This is an optimization exercise on Yosys and OpenROAD, whose aim is small area, a short achievable clock period and few clock cycles per item, not a production implementation. In this exercise RTL edits were held to simulation tests only and were not proved equivalent to the original. No activity file was given, so power comes from the tool's default toggle rates.

==> v7 <==
==> flow/design.v (excerpt) <==
module mars_core (
    input  wire        clk,
    input  wire        rst,           
    input  wire        cmd_valid,
    input  wire        cmd_op,        
    input  wire [12:0] cmd_pc,        
    output wire        cmd_ready,
    output reg         mem_req,
    output reg  [2:0]  mem_we,        
    output reg  [12:0] mem_addr,
    output reg  [79:0] mem_wdata,
    input  wire        mem_ack,
    input  wire [79:0] mem_rdata,
    input  wire [2:0]  q_sel,
    output wire [12:0] q_pc,
    output wire        q_alive,
    output wire [3:0]  q_len,
    output wire [2:0]  q_cur,
    output reg  [3:0]  st_code,
    output reg  [2:0]  st_wid,
    output reg  [12:0] st_pc,
    output wire [4:0]  st_op,
    output reg  [63:0] cycles
);
clock: 24.0 ns
lec_check: 0
cap_margin: 20
core_margin: 2
core_utilization: 40
slew_margin: 20
run.sh (not shown) runs the stock make flow with config.mk's settings and CLKGATE_MAP_FILE= SYNTH_SCRIPT=/design/flow/synth_recipe.tcl, a recipe that flattens the netlist after the stock synthesis.
==> v3 (differences from v7) <==
--- a/flow/design.v
+++ b/flow/design.v
@@ -80,12 +80,13 @@
     wire d_slt   = (d_op == 5'd15);
     wire n_s   = !d_ill && (d_mov || d_arith || d_jz || d_djn || d_cmp);    
     wire n_a   = n_s || (!d_ill && d_jmp);                                  
     wire n_d   = !d_ill && (d_arith || d_cmp);                              
     wire n_b   = n_d || (!d_ill && d_mov);                                  
     wire n_w   = !d_ill && (d_mov || d_arith || d_djn);                     
+    wire r_nw  = !r_ill && ((r_op >= 5'd1 && r_op <= 5'd6) || r_op == 5'd11);
     wire a_ind  = d_am[2] || d_am[1];
     wire a_pre  = (d_am == 3'd4) || (d_am == 3'd6);
     wire a_post = (d_am == 3'd5) || (d_am == 3'd7);
     wire b_ind  = d_bm[2] || d_bm[1];
     wire b_pre  = (d_bm == 3'd4) || (d_bm == 3'd6);
     wire b_post = (d_bm == 3'd5) || (d_bm == 3'd7);
@@ -112,17 +113,21 @@
     wire [3:0] next_pos = nxt(pos, en_aptr, a_pre, en_asnap, a_post, en_bptr, b_pre, n_d, b_post,
                               n_w || (!d_ill && d_slt));
     function [12:0] wrapf;
         input [12:0] base;
         input [12:0] f;
         input        dec;
-        reg [14:0] s, sp, sm;
+        reg [14:0] b0, bp, bm, fx, s, sp, sm;
         begin
-            s  = {2'b00, base} + {{2{f[12]}}, f} - {14'd0, dec};
-            sp = s + 15'd8000;
-            sm = s - 15'd8000;
+            b0 = {2'b00, base} - {14'd0, dec};
+            bp = b0 + 15'd8000;
+            bm = b0 - 15'd8000;
+            fx = {{2{f[12]}}, f};
+            s  = b0 + fx;
+            sp = bp + fx;
+            sm = bm + fx;
             wrapf = s[14] ? sp[12:0] : (!sm[14] ? sm[12:0] : s[12:0]);
         end
     endfunction
     wire        ptr_st   = (state == S_APTR) || (state == S_BPTR);
     wire        ptr_isb  = (state == S_BPTR) || (state == S_BPRE) || (state == S_BPOST);
     wire [2:0]  ptr_mode = ptr_isb ? r_bm : r_am;
@@ -172,18 +177,19 @@
     wire        in_sl   = (state == S_SLRUN) || (state == S_SLFIX) || (state == S_SLINIT);
     wire        m_shr   = (state == S_MD) && m_ph;             
     wire [32:0] m_op2   = m_shr ? {1'b0, m_b[32:1]} : m_b;
     wire        m_sub   = (state == S_MD) ? !md_mul : ((state == S_SLRUN) ? (m_ph && !m_a[32]) : 1'b0);
     wire        m_sext  = (state != S_MD);
     wire [33:0] m_sum   = {m_sext & m_a[32], m_a} + ({m_sext & m_op2[32], m_op2} ^ {34{m_sub}}) + {33'd0, m_sub};
-    wire [33:0] m_usum  = {1'b0, m_a} + {1'b0, m_b};         
     wire        ld_first = (state == S_BSNAP);
     wire [31:0] ld_x  = ld_first ? (r_dsta ? rd_af : rd_bf) : src_a;
     wire [31:0] ld_y  = (ld_first && r_dsta) ? src_a : src_b;
-    wire [32:0] abs_x = ld_x[31] ? (33'd0 - {ld_x[31], ld_x}) : {1'b0, ld_x};
-    wire [32:0] abs_y = ld_y[31] ? (33'd0 - {ld_y[31], ld_y}) : {1'b0, ld_y};
+    wire [31:0] ld_u  = md_mul ? ld_y : ld_x;
+    wire [31:0] ld_v  = md_mul ? ld_x : ld_y;
+    wire [32:0] abs_u = ld_u[31] ? (33'd0 - {ld_u[31], ld_u}) : {1'b0, ld_u};
+    wire [32:0] abs_v = ld_v[31] ? (33'd0 - {ld_v[31], ld_v}) : {1'b0, ld_v};
     wire [32:0] md_mag = md_mul ? m_a : (md_div ? {1'b0, m_c} : {1'b0, m_a[31:0]});
     wire        md_sgn = (r_op == 5'd6) ? m_sx : m_neg;
     wire        md_ovf = m_ovf || md_mag[32] || (md_mag[31] && (!md_sgn || md_mag[30:0] != 31'd0));
     wire [31:0] md_res = md_sgn ? (32'd0 - md_mag[31:0]) : md_mag[31:0];
     wire        md_two = r_dsta && r_dstb;
     wire [31:0] sl_d    = (sl_sel == 2'd0) ? s_af : ((sl_sel == 2'd1) ? s_bf : p);
@@ -199,12 +205,17 @@
     wire [2:0]  f_code = f_ill ? C_UNSUP :
                          (mem_rdata[4:0] == 5'd0) ? C_DAT :
                          ((mem_rdata[4:0] == 5'd10) || (mem_rdata[4:0] == 5'd16) ||
                           (mem_rdata[4:0] == 5'd17) || (mem_rdata[4:0] == 5'd19)) ? C_UNSUP : C_OK;
     wire        r_skip = (r_op >= 5'd12) && (r_op <= 5'd15);
     wire [12:0] newpc = (c_taken && c_code == C_OK) ? c_tgt : pc1;
+    wire        q_ld = (state == S_IDLE) && cmd_valid && cmd_op && (qlen != 4'd8);
+    wire        q_we = q_ld || commit;
+    wire [2:0]  q_wi = q_ld ? qlen[2:0] : cur;
+    wire [12:0] q_wd = q_ld ? cmd_pc : newpc;
+    wire        q_wa = q_ld || ((c_code == C_OK) && qalive[cur]);
     wire step_acc = (state == S_IDLE) && cmd_valid && !cmd_op && (qlen != 4'd0);
     wire fetch_ok = ((state == S_FETCH) || step_acc) && mem_ack;
     wire f_slowa = !w1_ok && (((d_am == 3'd1) && n_a) || en_aptr);
     wire f_slowb = !w2_ok && (((d_bm == 3'd1) && n_b) || en_bptr);
     always @(*) begin
         commit  = 1'b0;
@@ -258,13 +269,13 @@
             S_APRE, S_APOST, S_BPRE, S_BPOST: begin
                 mem_req  = 1'b1;
                 mem_addr = ptr;
                 mem_we   = ptr_usea ? 3'b010 : 3'b100;
             end
             S_WRITE: begin
-                mem_req  = (code == C_OK) && n_w;
+                mem_req  = (code == C_OK) && r_nw;
                 mem_addr = (r_op == 5'd11) ? sa : da;
                 mem_we   = (w_mov && r_mod == 3'd6) ? 3'b111 : {r_dstb, r_dsta, 1'b0};
             end
             default: ;
         endcase
         if (w_ptr) mem_wdata[79:16] = {p, p};
@@ -278,17 +289,16 @@
             st_code <= 4'd0;
             st_wid  <= 3'd0;
             st_pc   <= 13'd0;
             r_op    <= 5'd0;
             cycles  <= 64'd0;
         end else begin
+            cycles <= cycles + {63'd0, commit};
             if (state == S_IDLE && cmd_valid) begin
                 if (cmd_op) begin
                     if (qlen != 4'd8) begin
-                        qpc[qlen[2:0]]    <= cmd_pc;
-                        qalive[qlen[2:0]] <= 1'b1;
                         qlen              <= qlen + 4'd1;
                     end
                 end else if (qlen == 4'd0) begin
                     st_code <= 4'd6;
                     st_wid  <= 3'd0;
                     st_pc   <= 13'd0;
@@ -362,37 +372,34 @@
                             code <= C_DIVZ;
                         end else begin
                             state <= S_MD;
                             if (r_mod == 3'd5) s_ins[79:48] <= rd_bf;
                             else s_ins[47:16] <= rd_bf;
                             m_p2  <= 1'b0;
-                            m_a   <= md_mul ? 33'd0 : abs_x;
-                            m_b   <= abs_y;
-                            m_c   <= md_mul ? abs_x[31:0] : 32'd0;
+                            m_a   <= md_mul ? 33'd0 : abs_u;
+                            m_b   <= abs_v;
+                            m_c   <= md_mul ? abs_u[31:0] : 32'd0;
                             m_k   <= 5'd0;
                             m_ph  <= 1'b0;
                             m_ovf <= 1'b0;
                             m_big <= 1'b0;
                             m_neg <= ld_x[31] ^ ld_y[31];
                             m_sx  <= ld_x[31];
                         end
                     end
                 end
                 S_MD: begin
                     if (md_mul) begin
-                        if (m_c == 32'd0 || m_ovf) begin
-                            state <= S_MDFIN;
-                        end else begin
-                            if (m_c[0]) begin
-                                m_a <= m_usum[32:0];
-                                if (m_usum[33] || m_big) m_ovf <= 1'b1;
-                            end
-                            m_b <= {m_b[31:0], 1'b0};
-                            if (m_b[32]) m_big <= 1'b1;
-                            m_c <= {1'b0, m_c[31:1]};
+                        if (m_c[0]) begin
+                            m_a <= m_sum[32:0];
+                            if (m_sum[33] || m_big) m_ovf <= 1'b1;
                         end
+                        m_b <= {m_b[31:0], 1'b0};
+                        if (m_b[32]) m_big <= 1'b1;
+                        m_c <= {1'b0, m_c[31:1]};
+                        if (m_c[31:1] == 31'd0 || m_ovf) state <= S_MDFIN;
                     end else if (!m_ph) begin
                         if (!m_sum[33]) begin
                             m_b <= {m_b[31:0], 1'b0};
                             m_k <= m_k + 6'd1;
                         end else if (m_k == 6'd0) begin
                             state <= S_MDFIN;
@@ -412,15 +419,15 @@
                         code  <= C_OVF;
                         state <= next_pos;
                     end else if (md_two && !m_p2) begin
                         s_ins[47:16] <= md_res;
                         state <= S_MD;
                         m_p2  <= 1'b1;
-                        m_a   <= md_mul ? 33'd0 : abs_x;
-                        m_b   <= abs_y;
-                        m_c   <= md_mul ? abs_x[31:0] : 32'd0;
+                        m_a   <= md_mul ? 33'd0 : abs_u;
+                        m_b   <= abs_v;
+                        m_c   <= md_mul ? abs_u[31:0] : 32'd0;
                         m_k   <= 5'd0;
                         m_ph  <= 1'b0;
                         m_ovf <= 1'b0;
                         m_big <= 1'b0;
                         m_neg <= ld_x[31] ^ ld_y[31];
                         m_sx  <= ld_x[31];
@@ -464,17 +471,18 @@
                     end else begin
                         state <= sl_ret;
                     end
                 end
                 default: ;
             endcase
+            if (q_we) begin
+                qpc[q_wi]    <= q_wd;
+                qalive[q_wi] <= q_wa;
+            end
             if (commit) begin
-                qpc[cur] <= newpc;
-                if (c_code != C_OK) qalive[cur] <= 1'b0;
                 st_code <= {1'b0, c_code};
-                cycles  <= cycles + 64'd1;
                 cur     <= ({1'b0, cur} + 4'd1 == qlen) ? 3'd0 : cur + 3'd1;
                 state   <= S_IDLE;
             end
         end
     end
 endmodule
==> flow/flow/run.sh (new file) <==
#!/bin/bash
set -e
export BUFFER_PORTS_ARGS="-buffer_cell sky130_fd_sc_hd__buf_2"
export SETUP_SLACK_MARGIN=13.5
bash standard.sh > standard.log 2>&1
==> flow/standard.sh (new file) <==
#!/bin/bash
# synth_recipe.tcl (not shown) runs the flow's synth.tcl, then flattens the netlist and writes it again
# the make line also repeats each setting of config.mk as NAME=value (left out here)
make -C /OpenROAD-flow-scripts/flow DESIGN_CONFIG=/design/flow/config.mk WORK_HOME=/design/flow/orfs CLKGATE_MAP_FILE= SYNTH_SCRIPT=/design/flow/synth_recipe.tcl "${@:-finish}"
==> flow/config.mk (replaced) <==
export PLATFORM = sky130hd
export DESIGN_NAME = mars_core
export DESIGN_NICKNAME = mars_core
export VERILOG_FILES = /design/flow/design.v
export SDC_FILE = /design/flow/constraint.sdc
export NUM_CORES = 4
export LEC_CHECK = 0
export CAP_MARGIN = 20
export CORE_MARGIN = 2
export CORE_UTILIZATION = 70
export SLEW_MARGIN = 20
removed: flow/run.sh
==> v15 (differences from v7) <==
--- a/flow/design.v
+++ b/flow/design.v
@@ -80,12 +80,13 @@
     wire d_slt   = (d_op == 5'd15);
     wire n_s   = !d_ill && (d_mov || d_arith || d_jz || d_djn || d_cmp);    
     wire n_a   = n_s || (!d_ill && d_jmp);                                  
     wire n_d   = !d_ill && (d_arith || d_cmp);                              
     wire n_b   = n_d || (!d_ill && d_mov);                                  
     wire n_w   = !d_ill && (d_mov || d_arith || d_djn);                     
+    wire r_nw  = !r_ill && ((r_op >= 5'd1 && r_op <= 5'd6) || r_op == 5'd11);
     wire a_ind  = d_am[2] || d_am[1];
     wire a_pre  = (d_am == 3'd4) || (d_am == 3'd6);
     wire a_post = (d_am == 3'd5) || (d_am == 3'd7);
     wire b_ind  = d_bm[2] || d_bm[1];
     wire b_pre  = (d_bm == 3'd4) || (d_bm == 3'd6);
     wire b_post = (d_bm == 3'd5) || (d_bm == 3'd7);
@@ -112,17 +113,21 @@
     wire [3:0] next_pos = nxt(pos, en_aptr, a_pre, en_asnap, a_post, en_bptr, b_pre, n_d, b_post,
                               n_w || (!d_ill && d_slt));
     function [12:0] wrapf;
         input [12:0] base;
         input [12:0] f;
         input        dec;
-        reg [14:0] s, sp, sm;
+        reg [14:0] b0, bp, bm, fx, s, sp, sm;
         begin
-            s  = {2'b00, base} + {{2{f[12]}}, f} - {14'd0, dec};
-            sp = s + 15'd8000;
-            sm = s - 15'd8000;
+            b0 = {2'b00, base} - {14'd0, dec};
+            bp = b0 + 15'd8000;
+            bm = b0 - 15'd8000;
+            fx = {{2{f[12]}}, f};
+            s  = b0 + fx;
+            sp = bp + fx;
+            sm = bm + fx;
             wrapf = s[14] ? sp[12:0] : (!sm[14] ? sm[12:0] : s[12:0]);
         end
     endfunction
     wire        ptr_st   = (state == S_APTR) || (state == S_BPTR);
     wire        ptr_isb  = (state == S_BPTR) || (state == S_BPRE) || (state == S_BPOST);
     wire [2:0]  ptr_mode = ptr_isb ? r_bm : r_am;
@@ -172,18 +177,19 @@
     wire        in_sl   = (state == S_SLRUN) || (state == S_SLFIX) || (state == S_SLINIT);
     wire        m_shr   = (state == S_MD) && m_ph;             
     wire [32:0] m_op2   = m_shr ? {1'b0, m_b[32:1]} : m_b;
     wire        m_sub   = (state == S_MD) ? !md_mul : ((state == S_SLRUN) ? (m_ph && !m_a[32]) : 1'b0);
     wire        m_sext  = (state != S_MD);
     wire [33:0] m_sum   = {m_sext & m_a[32], m_a} + ({m_sext & m_op2[32], m_op2} ^ {34{m_sub}}) + {33'd0, m_sub};
-    wire [33:0] m_usum  = {1'b0, m_a} + {1'b0, m_b};         
     wire        ld_first = (state == S_BSNAP);
     wire [31:0] ld_x  = ld_first ? (r_dsta ? rd_af : rd_bf) : src_a;
     wire [31:0] ld_y  = (ld_first && r_dsta) ? src_a : src_b;
-    wire [32:0] abs_x = ld_x[31] ? (33'd0 - {ld_x[31], ld_x}) : {1'b0, ld_x};
-    wire [32:0] abs_y = ld_y[31] ? (33'd0 - {ld_y[31], ld_y}) : {1'b0, ld_y};
+    wire [31:0] ld_u  = md_mul ? ld_y : ld_x;
+    wire [31:0] ld_v  = md_mul ? ld_x : ld_y;
+    wire [32:0] abs_u = ld_u[31] ? (33'd0 - {ld_u[31], ld_u}) : {1'b0, ld_u};
+    wire [32:0] abs_v = ld_v[31] ? (33'd0 - {ld_v[31], ld_v}) : {1'b0, ld_v};
     wire [32:0] md_mag = md_mul ? m_a : (md_div ? {1'b0, m_c} : {1'b0, m_a[31:0]});
     wire        md_sgn = (r_op == 5'd6) ? m_sx : m_neg;
     wire        md_ovf = m_ovf || md_mag[32] || (md_mag[31] && (!md_sgn || md_mag[30:0] != 31'd0));
     wire [31:0] md_res = md_sgn ? (32'd0 - md_mag[31:0]) : md_mag[31:0];
     wire        md_two = r_dsta && r_dstb;
     wire [31:0] sl_d    = (sl_sel == 2'd0) ? s_af : ((sl_sel == 2'd1) ? s_bf : p);
@@ -199,12 +205,17 @@
     wire [2:0]  f_code = f_ill ? C_UNSUP :
                          (mem_rdata[4:0] == 5'd0) ? C_DAT :
                          ((mem_rdata[4:0] == 5'd10) || (mem_rdata[4:0] == 5'd16) ||
                           (mem_rdata[4:0] == 5'd17) || (mem_rdata[4:0] == 5'd19)) ? C_UNSUP : C_OK;
     wire        r_skip = (r_op >= 5'd12) && (r_op <= 5'd15);
     wire [12:0] newpc = (c_taken && c_code == C_OK) ? c_tgt : pc1;
+    wire        q_ld = (state == S_IDLE) && cmd_valid && cmd_op && (qlen != 4'd8);
+    wire        q_we = q_ld || commit;
+    wire [2:0]  q_wi = q_ld ? qlen[2:0] : cur;
+    wire [12:0] q_wd = q_ld ? cmd_pc : newpc;
+    wire        q_wa = q_ld || ((c_code == C_OK) && qalive[cur]);
     wire step_acc = (state == S_IDLE) && cmd_valid && !cmd_op && (qlen != 4'd0);
     wire fetch_ok = ((state == S_FETCH) || step_acc) && mem_ack;
     wire f_slowa = !w1_ok && (((d_am == 3'd1) && n_a) || en_aptr);
     wire f_slowb = !w2_ok && (((d_bm == 3'd1) && n_b) || en_bptr);
     always @(*) begin
         commit  = 1'b0;
@@ -258,13 +269,13 @@
             S_APRE, S_APOST, S_BPRE, S_BPOST: begin
                 mem_req  = 1'b1;
                 mem_addr = ptr;
                 mem_we   = ptr_usea ? 3'b010 : 3'b100;
             end
             S_WRITE: begin
-                mem_req  = (code == C_OK) && n_w;
+                mem_req  = (code == C_OK) && r_nw;
                 mem_addr = (r_op == 5'd11) ? sa : da;
                 mem_we   = (w_mov && r_mod == 3'd6) ? 3'b111 : {r_dstb, r_dsta, 1'b0};
             end
             default: ;
         endcase
         if (w_ptr) mem_wdata[79:16] = {p, p};
@@ -278,17 +289,16 @@
             st_code <= 4'd0;
             st_wid  <= 3'd0;
             st_pc   <= 13'd0;
             r_op    <= 5'd0;
             cycles  <= 64'd0;
         end else begin
+            cycles <= cycles + {63'd0, commit};
             if (state == S_IDLE && cmd_valid) begin
                 if (cmd_op) begin
                     if (qlen != 4'd8) begin
-                        qpc[qlen[2:0]]    <= cmd_pc;
-                        qalive[qlen[2:0]] <= 1'b1;
                         qlen              <= qlen + 4'd1;
                     end
                 end else if (qlen == 4'd0) begin
                     st_code <= 4'd6;
                     st_wid  <= 3'd0;
                     st_pc   <= 13'd0;
@@ -362,37 +372,34 @@
                             code <= C_DIVZ;
                         end else begin
                             state <= S_MD;
                             if (r_mod == 3'd5) s_ins[79:48] <= rd_bf;
                             else s_ins[47:16] <= rd_bf;
                             m_p2  <= 1'b0;
-                            m_a   <= md_mul ? 33'd0 : abs_x;
-                            m_b   <= abs_y;
-                            m_c   <= md_mul ? abs_x[31:0] : 32'd0;
+                            m_a   <= md_mul ? 33'd0 : abs_u;
+                            m_b   <= abs_v;
+                            m_c   <= md_mul ? abs_u[31:0] : 32'd0;
                             m_k   <= 5'd0;
                             m_ph  <= 1'b0;
                             m_ovf <= 1'b0;
                             m_big <= 1'b0;
                             m_neg <= ld_x[31] ^ ld_y[31];
                             m_sx  <= ld_x[31];
                         end
                     end
                 end
                 S_MD: begin
                     if (md_mul) begin
-                        if (m_c == 32'd0 || m_ovf) begin
-                            state <= S_MDFIN;
-                        end else begin
-                            if (m_c[0]) begin
-                                m_a <= m_usum[32:0];
-                                if (m_usum[33] || m_big) m_ovf <= 1'b1;
-                            end
-                            m_b <= {m_b[31:0], 1'b0};
-                            if (m_b[32]) m_big <= 1'b1;
-                            m_c <= {1'b0, m_c[31:1]};
+                        if (m_c[0]) begin
+                            m_a <= m_sum[32:0];
+                            if (m_sum[33] || m_big) m_ovf <= 1'b1;
                         end
+                        m_b <= {m_b[31:0], 1'b0};
+                        if (m_b[32]) m_big <= 1'b1;
+                        m_c <= {1'b0, m_c[31:1]};
+                        if (m_c[31:1] == 31'd0 || m_ovf) state <= S_MDFIN;
                     end else if (!m_ph) begin
                         if (!m_sum[33]) begin
                             m_b <= {m_b[31:0], 1'b0};
                             m_k <= m_k + 6'd1;
                         end else if (m_k == 6'd0) begin
                             state <= S_MDFIN;
@@ -412,15 +419,15 @@
                         code  <= C_OVF;
                         state <= next_pos;
                     end else if (md_two && !m_p2) begin
                         s_ins[47:16] <= md_res;
                         state <= S_MD;
                         m_p2  <= 1'b1;
-                        m_a   <= md_mul ? 33'd0 : abs_x;
-                        m_b   <= abs_y;
-                        m_c   <= md_mul ? abs_x[31:0] : 32'd0;
+                        m_a   <= md_mul ? 33'd0 : abs_u;
+                        m_b   <= abs_v;
+                        m_c   <= md_mul ? abs_u[31:0] : 32'd0;
                         m_k   <= 5'd0;
                         m_ph  <= 1'b0;
                         m_ovf <= 1'b0;
                         m_big <= 1'b0;
                         m_neg <= ld_x[31] ^ ld_y[31];
                         m_sx  <= ld_x[31];
@@ -464,17 +471,18 @@
                     end else begin
                         state <= sl_ret;
                     end
                 end
                 default: ;
             endcase
+            if (q_we) begin
+                qpc[q_wi]    <= q_wd;
+                qalive[q_wi] <= q_wa;
+            end
             if (commit) begin
-                qpc[cur] <= newpc;
-                if (c_code != C_OK) qalive[cur] <= 1'b0;
                 st_code <= {1'b0, c_code};
-                cycles  <= cycles + 64'd1;
                 cur     <= ({1'b0, cur} + 4'd1 == qlen) ? 3'd0 : cur + 3'd1;
                 state   <= S_IDLE;
             end
         end
     end
 endmodule
==> flow/flow/run.sh (new file) <==
#!/bin/bash
set -e
export BUFFER_PORTS_ARGS="-buffer_cell sky130_fd_sc_hd__buf_2"
export SETUP_SLACK_MARGIN=13.5
bash standard.sh > standard.log 2>&1
==> flow/standard.sh (new file) <==
#!/bin/bash
# synth_recipe.tcl (not shown) runs the flow's synth.tcl, then flattens the netlist and writes it again
# the make line also repeats each setting of config.mk as NAME=value (left out here)
make -C /OpenROAD-flow-scripts/flow DESIGN_CONFIG=/design/flow/config.mk WORK_HOME=/design/flow/orfs CLKGATE_MAP_FILE= SYNTH_SCRIPT=/design/flow/synth_recipe.tcl "${@:-finish}"
removed: flow/run.sh
==> notes <==
- Of v15 and v7, v7 has the higher die area (gap 1.7%, measured against v7).
- v15 finished with timing, DRC and antenna clean. v3 failed in global routing (5_1_grt). v7 completed without violations.
- Of v7 and v15, v7 has the higher register-to-register slack (gap 540 ps).
- Against v15, the combinational power of v7 is larger by 6.8%.
- In v7 the non-clock buffer count is higher than in v15, by 59.
- Against v7, the sequential share of layout area of v15 is higher by 0.91 points.
Testbench counts of v7, summed over its fixed seeds: cycles 98,526, steps 48,000.
Testbench counts of v3, summed over its fixed seeds: cycles 97,755, steps 48,000.
Testbench counts of v15, summed over its fixed seeds: cycles 97,755, steps 48,000.

-- re-timing with driven ports --
No port has a modelled driver above. Below, the same layouts with a new extraction and two added sets of constraints. Step 1: set_driving_cell puts a clkbuf_16 on clk and a buf_2 on each other input, an assumption about the parent block. Step 2 also shifts input and output timing later by t, the mid clock arrival at the registers, as if the neighbouring blocks saw the same clock. Slacks: ideal ports / drivers / drivers and shift; pairs: ideal ports / drivers.
| run | shift t [ns] | setup slack, ns | worst setup path after step 2 |
|---|---|---|---|
| v7 | 0.774 | 11.542 / 11.519 / 11.519 | input to output |
| v15 | 0.767 | 13.334 / 12.993 / 12.993 | input to output |
After both steps setup and hold are still met in every run listed. The setup slack of v15, which loses most, moves by -0.341 ns with the drivers and by -0.341 ns with both steps.
